This is an optimization exercise on Yosys and OpenROAD, whose aim is small area, a short achievable clock period and few clock cycles per item, not a production implementation.
RTL that was checked went through simulation tests only; none was proved equivalent to the original.
Power figures rest on the tool's default switching activity, not on a simulated workload.

Design fb_draw, start of the top module:
module fb_draw (
    input  wire        clk,
    input  wire        rst,         
    input  wire        cmd_valid,
    output wire        cmd_ready,
    input  wire [2:0]  cmd_op,      
    input  wire [15:0] cmd_x,       
    input  wire [15:0] cmd_y,       
    input  wire [15:0] cmd_len,     
    input  wire [15:0] cmd_h,       
    input  wire [7:0]  cmd_c,       
    input  wire        dat_valid,
    output wire        dat_ready,
    input  wire [7:0]  dat_byte,
    output wire        px_valid,
    input  wire        px_ready,
    output wire [7:0]  px_x,
    output wire [6:0]  px_y,
    output wire [7:0]  px_c,
    output wire        ack          
);
export LEC_CHECK = 0
export CAP_MARGIN = 70
export CORE_MARGIN = 2
export CORE_UTILIZATION = 30
export GPL_TIMING_DRIVEN = 1
export PLACE_DENSITY = 0.6
export SLEW_MARGIN = 70
create_clock -name core_clock -period 15.0 [get_ports {clk}]
standard.sh (not shown) runs the stock make flow with config.mk's settings and CLKGATE_MAP_FILE= SYNTH_SCRIPT=/design/flow/synth_recipe.tcl, a recipe that flattens the netlist after the stock synthesis.
==> flow/flow/run.sh <==
#!/bin/bash
# Standard layout flow, with timing repair aimed at a setup slack of 10.5 ns.
bash standard.sh SETUP_SLACK_MARGIN=10.5 finish > standard.log 2>&1
Testbench counts at the start, summed over its fixed seeds: cycles 122,404, items 2,400.
Edit:
--- a/flow/design.v
+++ b/flow/design.v
@@ -77,17 +77,16 @@
     reg dneg;          
     reg [3:0] emask;   
     reg [7:0] ex1, ex2;    
     reg [6:0] ey1, ey2;    
     reg signed [15:0] ox, oy;      
     reg [15:0] cx, cy;             
     reg signed [17:0] dd;          
     reg signed [17:0] ff;          
-    reg [16:0] ee;                 
     reg [7:0] pc;
     reg       dr;
     reg       sv;
     reg [7:0] sb;
     assign cmd_ready = rdy;
     assign ack       = ackr;
     assign px_valid  = (emask != 4'd0);
     assign px_c      = pc;
@@ -124,17 +123,17 @@
     wire [6:0] sely  = sidx[1] ? ey2 : ey1;
     assign px_x = selx;
     assign px_y = sely;
     wire       ld    = (emask == 4'd0) | (px_ready & (erest == 4'd0));
     wire        c_live = m_circ & (cinit | ff[17] | (ff[16:3] == 14'd0 && !(ff[2] && ff[1])));   
     wire [15:0] cx1    = finc(cx);
     wire [15:0] cy1    = finc(cy);
     wire [15:0] cym1   = fdec(cy);
-    wire [17:0] dop    = dneg ? {1'b0, ee} : ff;           
+    wire [17:0] dop    = dneg ? {1'b0, cx1, 1'b1} : ff;    
     wire [17:0] dd_n   = fadd(dd, dop, 1'b0);
     wire [17:0] ff_n   = ff + {15'd0, cinit | !dneg, cinit | dneg, 1'b0};
     wire [17:0] base = dd;
     wire [17:0] lsum = dd_n;                                       
     wire [7:0]  lim  = g ? 8'd128 : 8'd160;
     wire        oth  = g ? (ox[15:8] == 8'd0 && lx(ox[7:0])) : (oy[15:7] == 9'd0);
     wire        b_lo = base[17];
     wire        b_hi = !b_lo && (base[16:0] >= {9'd0, lim});
@@ -182,17 +181,16 @@
                 ff      <= (cmd_op == OP_CIRCLE) ? {1'b1, ~cmd_len, 1'b1} :      
                            (cmd_op == OP_CLEAR) ? 18'sd128 :
                            (cmd_op == OP_BLIT) ? {2'b00, cmd_h} :
                            (cmd_op == OP_PIXEL) ? 18'd1 : {2'b00, cmd_len};
                 pc      <= (cmd_op == OP_CLEAR) ? 8'd0 : cmd_c;
                 g       <= (cmd_op == OP_VLINE);
                 first   <= 1'b1;
                 cinit   <= 1'b1;
-                ee      <= 17'd3;
                 dneg    <= (cmd_op == OP_CIRCLE) && (cmd_len[15:1] != 15'd0);    
                 emask   <= 4'd0;
                 isblit  <= (cmd_op == OP_BLIT);
                 m_setup <= (cmd_op == OP_PIXEL) || (cmd_op == OP_HLINE) || (cmd_op == OP_VLINE);
                 m_circ  <= (cmd_op == OP_CIRCLE);
                 m_scan  <= (cmd_op == OP_CLEAR) ||
                            ((cmd_op == OP_BLIT) && (cmd_len != 16'd0) && (cmd_h != 16'd0));
                 dr      <= (cmd_op == OP_BLIT) && (cmd_len != 16'd0) && (cmd_h != 16'd0);
@@ -214,32 +212,33 @@
                     ff <= 18'sd1;
                 end
             end else if (m_circ) begin
                 if (cinit) begin
                     cinit <= 1'b0;
                     ff    <= ff_n;                      
                 end
                 if (px_ready) emask <= erest;
-                if (c_live && ld) begin
-                    emask <= gvis;
-                    ex1   <= P1[7:0];
-                    ex2   <= P2[7:0];
-                    ey1   <= Q1[6:0];
-                    ey2   <= Q2[6:0];
+                if (c_live && (ld || gvis == 4'd0)) begin
+                    if (ld) begin
+                        emask <= gvis;
+                        ex1   <= P1[7:0];
+                        ex2   <= P2[7:0];
+                        ey1   <= Q1[6:0];
+                        ey2   <= Q2[6:0];
+                    end
                     g <= !g;
                     if (!g) begin                       
                         cx <= cy;
                         cy <= cx;
                     end else begin                      
                         first <= 1'b0;
                         cx    <= dneg ? cy : cym1;
                         cy    <= cx1;
                         dd    <= dd_n;
-                        ee    <= ee + 17'd2;
                         dneg  <= dd_n[17] & ~(&dd_n[16:1]);    
                         ff    <= ff_n;
                     end
                 end
             end else if (m_scan) begin
                 if (ld && have) begin
                     emask <= {3'b000, vis[0]};
                     ex1   <= P1;
Count of clock-buffer cells in the layout stays the same.
Final area increases by 1.1%.
Via count increases by 3.0%.
Cell count increases by 2.7%.
Non-clock buffer count increases by 55.
Power increases by 1.6%.
Worst hold slack is worse by 0.030 ns.
Worst setup slack is worse by 0.33 ns.
Sequential power decreases by 8.5%.
Clock power decreases by about 2%.
The RTL of the second run of this note was laid out without a check of its function.

---

The RTL this note starts from:
==> flow/design.v <==
module fb_draw (
    input  wire        clk,
    input  wire        rst,         
    input  wire        cmd_valid,
    output wire        cmd_ready,
    input  wire [2:0]  cmd_op,      
    input  wire [15:0] cmd_x,       
    input  wire [15:0] cmd_y,       
    input  wire [15:0] cmd_len,     
    input  wire [15:0] cmd_h,       
    input  wire [7:0]  cmd_c,       
    input  wire        dat_valid,
    output wire        dat_ready,
    input  wire [7:0]  dat_byte,
    output wire        px_valid,
    input  wire        px_ready,
    output wire [7:0]  px_x,
    output wire [6:0]  px_y,
    output wire [7:0]  px_c,
    output wire        ack          
);
    localparam OP_CLEAR  = 3'd0;
    localparam OP_PIXEL  = 3'd1;
    localparam OP_HLINE  = 3'd2;
    localparam OP_VLINE  = 3'd3;
    localparam OP_CIRCLE = 3'd4;
    localparam OP_BLIT   = 3'd5;
    function [17:0] fadd;
        input [17:0] a, b;
        input        ci;
        reg   [17:0] g, p, gg, pp;
        reg   [18:0] c;
        integer i, k;
        begin
            g = a & b;
            p = a ^ b;
            gg = g;
            pp = p;
            for (k = 1; k < 18; k = k * 2)
                for (i = 0; i < 18; i = i + 1)
                    if ((i / k) % 2 == 1) begin
                        gg[i] = gg[i] | (pp[i] & gg[(i / k) * k - 1]);
                        pp[i] = pp[i] & pp[(i / k) * k - 1];
                    end
            c[0] = ci;
            for (i = 0; i < 18; i = i + 1)
                c[i + 1] = gg[i] | (pp[i] & ci);
            fadd = p ^ c[17:0];
        end
    endfunction
    function [15:0] finc;
        input [15:0] a;
        integer i;
        begin
            for (i = 0; i < 16; i = i + 1)
                finc[i] = a[i] ^ (&(a | ~((16'd1 << i) - 16'd1)));
        end
    endfunction
    function [15:0] fdec;
        input [15:0] a;
        integer i;
        begin
            for (i = 0; i < 16; i = i + 1)
                fdec[i] = a[i] ^ ~(|(a & ((16'd1 << i) - 16'd1)));
        end
    endfunction
    reg rdy;           
    reg ackr;          
    reg busy;          
    reg m_setup;       
    reg m_scan;        
    reg m_circ;        
    reg isblit;        
    reg g;             
    reg first;         
    reg cinit;         
    reg dneg;          
    reg [3:0] emask;   
    reg [7:0] ex1, ex2;    
    reg [6:0] ey1, ey2;    
    reg signed [15:0] ox, oy;      
    reg [15:0] cx, cy;             
    reg signed [17:0] dd;          
    reg signed [17:0] ff;          
    reg [7:0] pc;
    reg       dr;
    reg       sv;
    reg [7:0] sb;
    assign cmd_ready = rdy;
    assign ack       = ackr;
    assign px_valid  = (emask != 4'd0);
    assign px_c      = pc;
    assign dat_ready = dr;
    wire acc = rdy & cmd_valid;
    function hzero;   
        input [10:0] a, b;
        input        ci;
        hzero = ((a ^ b) == {(a[9:0] | b[9:0]), ci});
    endfunction
    wire [8:0] xs1 = {1'b0, ox[7:0]} + {1'b0, cx[7:0]};
    wire [8:0] xs2 = {1'b0, ox[7:0]} + {1'b0, ~cx[7:0]} + 9'd1;
    wire [10:0] xh  = {{3{ox[15]}}, ox[15:8]};
    wire hx1 = hzero(xh, {3'b000, cx[15:8]}, xs1[8]);
    wire hx2 = hzero(xh, {3'b111, ~cx[15:8]}, xs2[8]);
    wire [7:0] ys1 = {1'b0, oy[6:0]} + {1'b0, cy[6:0]};
    wire [7:0] ys2 = {1'b0, oy[6:0]} + {1'b0, ~cy[6:0]} + 8'd1;
    wire [10:0] yh  = {{2{oy[15]}}, oy[15:7]};
    wire hy1 = hzero(yh, {2'b00, cy[15:7]}, ys1[7]);
    wire hy2 = hzero(yh, {2'b11, ~cy[15:7]}, ys2[7]);
    wire [7:0] P1 = xs1[7:0], P2 = xs2[7:0];
    wire [6:0] Q1 = ys1[6:0], Q2 = ys2[6:0];
    function lx;   
        input [7:0] v;
        lx = !(v[7] && (v[6] || v[5]));
    endfunction
    wire vx1 = hx1 & lx(P1), vx2 = hx2 & lx(P2), vy1 = hy1, vy2 = hy2;
    wire [3:0] vis = {vx1 & vy2, vx2 & vy2, vx2 & vy1, vx1 & vy1};
    wire [3:0] dup  = first ? (g ? 4'b0110 : 4'b1100) : 4'b0000;
    wire [3:0] gvis = vis & ~dup;               
    wire [3:0] erest = emask & (emask - 4'd1);   
    wire [1:0] sidx  = emask[0] ? 2'd0 : emask[1] ? 2'd1 : emask[2] ? 2'd2 : 2'd3;
    wire [7:0] selx  = (sidx == 2'd1 || sidx == 2'd2) ? ex2 : ex1;
    wire [6:0] sely  = sidx[1] ? ey2 : ey1;
    assign px_x = selx;
    assign px_y = sely;
    wire       ld    = (emask == 4'd0) | (px_ready & (erest == 4'd0));
    wire        c_live = m_circ & (cinit | ff[17] | (ff[16:3] == 14'd0 && !(ff[2] && ff[1])));   
    wire [15:0] cx1    = finc(cx);
    wire [15:0] cy1    = finc(cy);
    wire [15:0] cym1   = fdec(cy);
    wire [17:0] dop    = dneg ? {1'b0, cx1, 1'b1} : ff;    
    wire [17:0] dd_n   = fadd(dd, dop, 1'b0);
    wire [17:0] ff_n   = ff + {15'd0, cinit | !dneg, cinit | dneg, 1'b0};
    wire [17:0] base = dd;
    wire [17:0] lsum = dd_n;                                       
    wire [7:0]  lim  = g ? 8'd128 : 8'd160;
    wire        oth  = g ? (ox[15:8] == 8'd0 && lx(ox[7:0])) : (oy[15:7] == 9'd0);
    wire        b_lo = base[17];
    wire        b_hi = !b_lo && (base[16:0] >= {9'd0, lim});
    wire        e_hi = !lsum[17] && (lsum[16:0] > {9'd0, lim});
    wire        e_gt = !lsum[17] && (lsum != 18'd0);              
    wire        l_ne = oth & !b_hi & e_gt & (ff[15:0] != 16'd0);   
    wire [7:0]  l_s  = b_lo ? 8'd0 : base[7:0];
    wire [7:0]  l_e  = e_hi ? lim : lsum[7:0];
    wire take    = dr & dat_valid;
    wire have    = !isblit | sv | take;
    wire [7:0] byte_in = sv ? sb : dat_byte;
    wire row_end = (cx1 == dd[15:0]);
    wire blk_end = (cy1 == ff[15:0]);
    wire more  = m_setup | m_scan | c_live;
    wire ack_n = busy & !more & ld;
    always @(posedge clk) begin
        if (rst) begin
            rdy     <= 1'b1;
            ackr    <= 1'b0;
            busy    <= 1'b0;
            m_setup <= 1'b0;
            m_scan  <= 1'b0;
            m_circ  <= 1'b0;
            emask   <= 4'd0;
                        sv      <= 1'b0;
            dr      <= 1'b0;
        end else begin
            ackr <= ack_n;
            rdy  <= acc ? 1'b0 : (ack_n | !busy);
            if (ack_n) begin
                busy   <= 1'b0;
                m_circ <= 1'b0;
            end
            if (acc) begin
                busy    <= 1'b1;
                                sv      <= 1'b0;
                ox      <= (cmd_op == OP_CLEAR) ? 16'sd0 : cmd_x;
                oy      <= (cmd_op == OP_CLEAR) ? 16'sd0 : cmd_y;
                cx      <= (cmd_op == OP_CIRCLE) ? cmd_len : 16'd0;
                cy      <= 16'd0;
                dd      <= (cmd_op == OP_CIRCLE) ? ~{2'b00, cmd_len} :
                           (cmd_op == OP_CLEAR) ? 18'sd160 :
                           (cmd_op == OP_BLIT) ? {2'b00, cmd_len} :
                           (cmd_op == OP_VLINE) ? {{2{cmd_y[15]}}, cmd_y} : {{2{cmd_x[15]}}, cmd_x};
                ff      <= (cmd_op == OP_CIRCLE) ? {1'b1, ~cmd_len, 1'b1} :      
                           (cmd_op == OP_CLEAR) ? 18'sd128 :
                           (cmd_op == OP_BLIT) ? {2'b00, cmd_h} :
                           (cmd_op == OP_PIXEL) ? 18'd1 : {2'b00, cmd_len};
                pc      <= (cmd_op == OP_CLEAR) ? 8'd0 : cmd_c;
                g       <= (cmd_op == OP_VLINE);
                first   <= 1'b1;
                cinit   <= 1'b1;
                dneg    <= (cmd_op == OP_CIRCLE) && (cmd_len[15:1] != 15'd0);    
                emask   <= 4'd0;
                isblit  <= (cmd_op == OP_BLIT);
                m_setup <= (cmd_op == OP_PIXEL) || (cmd_op == OP_HLINE) || (cmd_op == OP_VLINE);
                m_circ  <= (cmd_op == OP_CIRCLE);
                m_scan  <= (cmd_op == OP_CLEAR) ||
                           ((cmd_op == OP_BLIT) && (cmd_len != 16'd0) && (cmd_h != 16'd0));
                dr      <= (cmd_op == OP_BLIT) && (cmd_len != 16'd0) && (cmd_h != 16'd0);
            end else if (m_setup) begin
                m_setup <= 1'b0;
                m_scan  <= l_ne;
                g       <= 1'b0;
                if (g) begin
                    oy <= 16'sd0;
                    cx <= 16'd0;
                    cy <= {8'd0, l_s};
                    dd <= 18'sd1;
                    ff <= {10'd0, l_e};
                end else begin
                    ox <= 16'sd0;
                    cx <= {8'd0, l_s};
                    cy <= 16'd0;
                    dd <= {10'd0, l_e};
                    ff <= 18'sd1;
                end
            end else if (m_circ) begin
                if (cinit) begin
                    cinit <= 1'b0;
                    ff    <= ff_n;                      
                end
                if (px_ready) emask <= erest;
                if (c_live && ld) begin
                    if (ld) begin
                        emask <= gvis;
                        ex1   <= P1[7:0];
                        ex2   <= P2[7:0];
                        ey1   <= Q1[6:0];
                        ey2   <= Q2[6:0];
                    end
                    g <= !g;
                    if (!g) begin                       
                        cx <= cy;
                        cy <= cx;
                    end else begin                      
                        first <= 1'b0;
                        cx    <= dneg ? cy : cym1;
                        cy    <= cx1;
                        dd    <= dd_n;
                        dneg  <= dd_n[17] & ~(&dd_n[16:1]);    
                        ff    <= ff_n;
                    end
                end
            end else if (m_scan) begin
                if (ld && have) begin
                    emask <= {3'b000, vis[0]};
                    ex1   <= P1;
                    ey1   <= Q1;
                    if (isblit) pc <= byte_in;
                    sv  <= 1'b0;
                    if (row_end) begin
                        cx <= 16'd0;
                        cy <= cy1;
                    end else begin
                        cx <= cx1;
                    end
                    if (row_end && blk_end) begin
                        m_scan <= 1'b0;
                        dr     <= 1'b0;
                    end else begin
                        dr     <= isblit;
                    end
                end else begin
                    if (px_ready) emask <= 4'd0;
                    if (take) begin    
                        sb <= dat_byte;
                        sv <= 1'b1;
                        dr <= 1'b0;
                    end
                end
            end else if (px_ready) begin
                emask <= 4'd0;
            end
        end
    end
endmodule
Settings: LEC_CHECK=0, CAP_MARGIN=70, CORE_MARGIN=2, CORE_UTILIZATION=30, GPL_TIMING_DRIVEN=1, PLACE_DENSITY=0.6, SLEW_MARGIN=70; clock period 15.0 ns.
run.sh (not shown) runs the stock make flow with config.mk's settings and CLKGATE_MAP_FILE= SYNTH_SCRIPT=/design/flow/synth_recipe.tcl, a recipe that flattens the netlist after the stock synthesis.
Stock flow here: none of the scripts above is used.
Change:
--- a/flow/design.v
+++ b/flow/design.v
@@ -76,19 +76,22 @@
     reg cinit;         
     reg dneg;          
     reg [3:0] emask;   
+    reg       e_none;  
+    reg       e_one;   
     reg [7:0] ex1, ex2;    
     reg [6:0] ey1, ey2;    
     reg signed [15:0] ox, oy;      
     reg [15:0] cx, cy;             
     reg signed [17:0] dd;          
     reg signed [17:0] ff;          
+    reg [16:0] ee;                 
     reg [7:0] pc;
     reg       dr;
     reg       sv;
     reg [7:0] sb;
     assign cmd_ready = rdy;
     assign ack       = ackr;
-    assign px_valid  = (emask != 4'd0);
+    assign px_valid  = !e_none;
     assign px_c      = pc;
     assign dat_ready = dr;
     wire acc = rdy & cmd_valid;
@@ -118,17 +121,21 @@
     wire [3:0] dup  = first ? (g ? 4'b0110 : 4'b1100) : 4'b0000;
     wire [3:0] gvis = vis & ~dup;               
     wire [3:0] erest = emask & (emask - 4'd1);   
+    function [1:0] eflags;   
+        input [3:0] m;
+        eflags = {m == 4'd0, (m & (m - 4'd1)) == 4'd0};
+    endfunction
     wire [1:0] sidx  = emask[0] ? 2'd0 : emask[1] ? 2'd1 : emask[2] ? 2'd2 : 2'd3;
     wire [7:0] selx  = (sidx == 2'd1 || sidx == 2'd2) ? ex2 : ex1;
     wire [6:0] sely  = sidx[1] ? ey2 : ey1;
     assign px_x = selx;
     assign px_y = sely;
-    wire       ld    = (emask == 4'd0) | (px_ready & (erest == 4'd0));
+    wire       ld    = e_none | (px_ready & e_one);
     wire        c_live = m_circ & (cinit | ff[17] | (ff[16:3] == 14'd0 && !(ff[2] && ff[1])));   
     wire [15:0] cx1    = finc(cx);
     wire [15:0] cy1    = finc(cy);
     wire [15:0] cym1   = fdec(cy);
-    wire [17:0] dop    = dneg ? {1'b0, cx1, 1'b1} : ff;    
+    wire [17:0] dop    = dneg ? {1'b0, ee} : ff;           
     wire [17:0] dd_n   = fadd(dd, dop, 1'b0);
     wire [17:0] ff_n   = ff + {15'd0, cinit | !dneg, cinit | dneg, 1'b0};
     wire [17:0] base = dd;
@@ -158,6 +165,7 @@
             m_scan  <= 1'b0;
             m_circ  <= 1'b0;
             emask   <= 4'd0;
+            {e_none, e_one} <= 2'b11;
                         sv      <= 1'b0;
             dr      <= 1'b0;
         end else begin
@@ -186,8 +194,10 @@
                 g       <= (cmd_op == OP_VLINE);
                 first   <= 1'b1;
                 cinit   <= 1'b1;
+                ee      <= 17'd3;
                 dneg    <= (cmd_op == OP_CIRCLE) && (cmd_len[15:1] != 15'd0);    
                 emask   <= 4'd0;
+            {e_none, e_one} <= 2'b11;
                 isblit  <= (cmd_op == OP_BLIT);
                 m_setup <= (cmd_op == OP_PIXEL) || (cmd_op == OP_HLINE) || (cmd_op == OP_VLINE);
                 m_circ  <= (cmd_op == OP_CIRCLE);
@@ -216,10 +226,14 @@
                     cinit <= 1'b0;
                     ff    <= ff_n;                      
                 end
-                if (px_ready) emask <= erest;
-                if (c_live && ld) begin
+                if (px_ready) begin
+                    emask <= erest;
+                    {e_none, e_one} <= eflags(erest);
+                end
+                if (c_live && (ld || gvis == 4'd0)) begin
                     if (ld) begin
                         emask <= gvis;
+                        {e_none, e_one} <= eflags(gvis);
                         ex1   <= P1[7:0];
                         ex2   <= P2[7:0];
                         ey1   <= Q1[6:0];
@@ -234,6 +248,7 @@
                         cx    <= dneg ? cy : cym1;
                         cy    <= cx1;
                         dd    <= dd_n;
+                        ee    <= ee + 17'd2;
                         dneg  <= dd_n[17] & ~(&dd_n[16:1]);    
                         ff    <= ff_n;
                     end
@@ -241,6 +256,7 @@
             end else if (m_scan) begin
                 if (ld && have) begin
                     emask <= {3'b000, vis[0]};
+                    {e_none, e_one} <= {!vis[0], 1'b1};
                     ex1   <= P1;
                     ey1   <= Q1;
                     if (isblit) pc <= byte_in;
@@ -258,7 +274,10 @@
                         dr     <= isblit;
                     end
                 end else begin
-                    if (px_ready) emask <= 4'd0;
+                    if (px_ready) begin
+                        emask <= 4'd0;
+                        {e_none, e_one} <= 2'b11;
+                    end
                     if (take) begin    
                         sb <= dat_byte;
                         sv <= 1'b1;
@@ -267,6 +286,7 @@
                 end
             end else if (px_ready) begin
                 emask <= 4'd0;
+                {e_none, e_one} <= 2'b11;
             end
         end
     end
Effect: Worst hold slack gets better by 30 ps; wire length is higher by 1.3%; total power is higher by about 4%; worst setup slack gets better by 580 ps; via count is higher by about 9%; final area is higher by about 9%; sequential power is higher by about 10%; die area is higher by about 11%; global-route usage is lower by 2.2 points; core utilization is lower by 1.4 points; clock power is higher by about 4%; count of clock-buffer cells in the layout is higher by 4.
Testbench counts after the change, summed over its fixed seeds: cycles 119,715, items 2,400.
The RTL of the first run of this note was laid out without a check of its function.

separate check: timing with driven ports:
How much do the figures lean on ideal ports? The routed layouts below were timed once more, with nothing changed but the port constraints. Step 1: set_driving_cell puts a clkbuf_16 on clk and a buf_2 on each other input, an assumption about the parent block. Step 2 moves the port delays by t, midway between the first and last clock arrival at a register: inputs arrive t later, outputs are due t later. That takes back most of the time a late clock gives input paths. a / b / c = ideal / step 1 / step 2; a / b = the first two.
run | shift t [ns] | setup slack, ns | worst setup path at the end | slew at the worst register clock pin (ns)
the first run of note 1 | 0.514 | 10.305 / 10.295 / 9.782 | input to register | 0.08 / 0.08
the second run of note 1 | 0.511 | 9.971 / 9.971 / 9.668 | input to register | 0.08 / 0.08
the first run of note 2 | 0.513 | 8.745 / 8.745 / 8.745 | register to register | 0.08 / 0.08
the second run of note 2 | 0.511 | 9.322 / 9.322 / 9.049 | input to register | 0.08 / 0.08
After both steps setup and hold are still met in every run listed. For the first run of note 1, which loses most, drivers alone change the setup slack by -0.010 ns; drivers and shift together by -0.523 ns.
